Source: an optimization exercise on an open RTL-to-GDS flow (aim: small area and a short achievable clock period). Production flows keep margins and buffers that such runs may drop. The RTL was checked by simulation tests, not by an equivalence proof against the original design. Power figures rest on the tool's default switching activity, not on a simulated workload.

== job 2829 ==
// rlwe_rec
module rlwe_rec (
    input  wire         clk,
    input  wire         rst,         
    input  wire         in_valid,
    input  wire         in_mode,     
    input  wire [127:0] in_x,        
    input  wire         in_bit,      
    input  wire [7:0]   in_r,        
    output reg          out_valid,
    output reg  [7:0]   out_r,       
    output reg          out_key      
);
Settings: LEC_CHECK=0, CAP_MARGIN=20, CORE_MARGIN=2, CORE_UTILIZATION=65, CTS_BUF_LIST=sky130_fd_sc_hd__clkbuf_4, PLACE_DENSITY=0.75, SLEW_MARGIN=20; clock period 15.0 ns.
standard.sh (not shown) runs the stock make flow with config.mk's settings and CLKGATE_MAP_FILE= SYNTH_SCRIPT=/design/flow/synth_recipe.tcl, a recipe that flattens the netlist after the stock synthesis.
==> flow/flow/run.sh <==
#!/bin/bash
# The standard layout (standard.sh: the standard flow's own synthesis, floorplan, place,
# CTS and route, unchanged), with one difference: the buffer that
# global placement puts on every input and output port is the small
# sky130_fd_sc_hd__buf_1 instead of the cell buffer_ports picks by itself.
# Every port still gets its own buffer.
set -e
export BUFFER_PORTS_ARGS="-buffer_cell sky130_fd_sc_hd__buf_1"
echo "BUFFER_PORTS_ARGS=$BUFFER_PORTS_ARGS" > run.log
bash standard.sh > standard.log 2>&1
echo "standard.sh finished" >> run.log
Job 2829: all stages complete, timing, DRC and antenna checks passed
The following lists how job 5396 was set up differently from job 2829:
==> flow/flow/run.sh <==
#!/bin/bash
set -e
export BUFFER_PORTS_ARGS="-buffer_cell sky130_fd_sc_hd__buf_1"
export SETUP_SLACK_MARGIN=10.75
export SETUP_MOVE_SEQUENCE="unbuffer,sizeup,swap"
export CTS_ARGS="-sink_clustering_enable -repair_clock_nets -buf_list sky130_fd_sc_hd__clkbuf_4 -dont_use_dummy_load -sink_clustering_size 8 -sink_clustering_max_diameter 50"
{
  echo "BUFFER_PORTS_ARGS=$BUFFER_PORTS_ARGS"
  echo "SETUP_SLACK_MARGIN=$SETUP_SLACK_MARGIN"
  echo "SETUP_MOVE_SEQUENCE=$SETUP_MOVE_SEQUENCE"
  echo "CTS_ARGS=$CTS_ARGS"
} > run.log
bash standard.sh > standard.log 2>&1
echo "standard.sh finished" >> run.log
==> comparison <==
Job 5396: flow completed, timing, DRC and antenna clean. Job 2829 finished every stage and its layout cleared the timing, DRC and antenna checks. From job 2829 to job 5396 the numbers moved as follows: area growth from synthesis to layout closely matched the old numbers, power density over the cells up 1.2%, final worst-path cycle share now sits lower. In terms of post-CTS clock slew at the launch and capture registers of the worst setup and hold paths, job 2829 and job 5396 differ only marginally. Comparing job 5396 with job 2829, the proportion of power drawn by flip-flops and latches came out essentially unchanged. Non-clock inverter count in the final layout: job 5396 vs job 2829 identical. Of job 5396 and job 2829, job 5396 shows the lower portion of total power attributed to the clock network, with job 2829 above it. As of job 5396, area of the multi-input gates had risen by a few percent compared to job 2829. The smallest setup slack after layout of job 5396 exceeds that of job 2829 by 0.46 ns. Comparing job 5396 and job 2829, the lower routing usage on met1 is on job 2829.
Modified inputs, job 4485 compared to job 5396
- CORE_UTILIZATION now 40, was 65
- CTS_BUF_LIST no longer set, was sky130_fd_sc_hd__clkbuf_4
- PLACE_DENSITY no longer set, was 0.75
==> flow/run.sh (new file) <==
#!/bin/bash
# synth_recipe.tcl (not shown) runs the flow's synth.tcl, then flattens the netlist and writes it again
# the make line also repeats each setting of config.mk as NAME=value (left out here)
make -C /OpenROAD-flow-scripts/flow DESIGN_CONFIG=/design/flow/config.mk WORK_HOME=/design/flow/orfs CLKGATE_MAP_FILE= SYNTH_SCRIPT=/design/flow/synth_recipe.tcl finish
removed: flow/flow/run.sh
removed: flow/standard.sh
Notes after the runs:
- Compared with job 5396, job 4485 shows a higher number of clock-tree buffers in the layout.
- On global-route wire length before repair, job 4485 does worse than job 5396.
- For the met2 track utilization from global routing, job 4485 came in 19 points lower than job 5396 did.
- Job 5396 vs job 4485, critical path class: reg2reg vs in2reg
- Job 4485 vs job 5396, share of power burned in combinational logic went down by 10 points.
- Global-route usage is lower on job 4485
- Job 4485: wire length about 7% above job 5396
## Diff of input files: job 855 against job 4485
- TNS_END_PERCENT: unset -> 5
- PLACE_DENSITY: unset -> 0.75
- CORE_UTILIZATION: 40 -> 65
- CTS_BUF_LIST: unset -> sky130_fd_sc_hd__clkbuf_4
==> flow/flow/run.sh (new file) <==
#!/bin/bash
set -e
export BUFFER_PORTS_ARGS="-buffer_cell sky130_fd_sc_hd__buf_1"
export SETUP_SLACK_MARGIN=10.75
export SETUP_MOVE_SEQUENCE="unbuffer,sizeup,swap"
export CTS_ARGS="-sink_clustering_enable -repair_clock_nets -buf_list sky130_fd_sc_hd__clkbuf_4 -dont_use_dummy_load -sink_clustering_size 8 -sink_clustering_max_diameter 50"
{
  echo "BUFFER_PORTS_ARGS=$BUFFER_PORTS_ARGS"
  echo "SETUP_SLACK_MARGIN=$SETUP_SLACK_MARGIN"
  echo "SETUP_MOVE_SEQUENCE=$SETUP_MOVE_SEQUENCE"
  echo "CTS_ARGS=$CTS_ARGS"
} > run.log
bash standard.sh > standard.log 2>&1
echo "standard.sh finished" >> run.log
==> flow/standard.sh (new file) <==
#!/bin/bash
# synth_recipe.tcl (not shown) runs the flow's synth.tcl, then flattens the netlist and writes it again
# the make line also repeats each setting of config.mk as NAME=value (left out here)
make -C /OpenROAD-flow-scripts/flow DESIGN_CONFIG=/design/flow/config.mk WORK_HOME=/design/flow/orfs CLKGATE_MAP_FILE= SYNTH_SCRIPT=/design/flow/synth_recipe.tcl "${@:-finish}"
removed: flow/run.sh
## What came out
- Job 855 completed end to end with timing, DRC and antenna clean.
- Re number of antenna cells inserted: job 4485 and job 855 aren't equal, and the higher value belongs to job 855.
- Taking job 4485 as the reference, in job 855 minimum setup slack among reg-to-reg paths went up 0.62 ns; share of total power consumed by net switching increased 3.1 points; final net count held; critical path's largest stage delay grew by 0.05 ns.
- Job 855: part of the total power dissipated in combinational logic 10 points above job 4485
- Job 855 ends up with a area of all placed cells without fillers that is about 9% lower than in job 4485.
- Re largest net degree at the start of global routing: job 855 is about 6% up on job 4485.
- Job 855 vs. job 4485: clock period minus worst slack went down, worst setup timing slack at the placement stage picked up an extra 0.15 ns.

[port drivers added, routing unchanged]
The flow's constraints put no driver on any port. The routed layouts listed below were extracted and timed again, unchanged, in two steps.
Step 1 assumes that a clkbuf_16 drives the clock port and a buf_2 every other input.
Step 2 moves the port delays by t, midway between the first and last clock arrival at a register: inputs arrive t later, outputs are due t later. That takes back most of the time a late clock gives input paths.
Three values: ideal, step 1, step 2; two values: the first two.
| run | t (ns) | setup slack, ns | hold WS [ns] | clock arrival spread, ns | pins driven straight from the clock port |
|---|---|---|---|---|---|
| job 2829 | 0.707 | 9.865 / 9.865 / 9.201 | 0.440 / 0.440 / 0.440 | 0.055 / 0.055 | 1 |
| job 5396 | 0.633 | 10.328 / 10.328 / 9.752 | 0.426 / 0.426 / 0.426 | 0.058 / 0.058 | 1 |
| job 4485 | 0.593 | 9.395 / 9.426 / 8.834 | 0.435 / 0.435 / 0.435 | 0.024 / 0.023 | 1 |
| job 855 | 0.725 | 10.284 / 10.284 / 9.622 | 0.439 / 0.439 / 0.439 | 0.106 / 0.107 | 1 |
After both steps every run listed still meets setup and hold. For job 2829, which loses most, drivers alone change the setup slack by 0.000 ns; drivers and shift together by -0.664 ns.
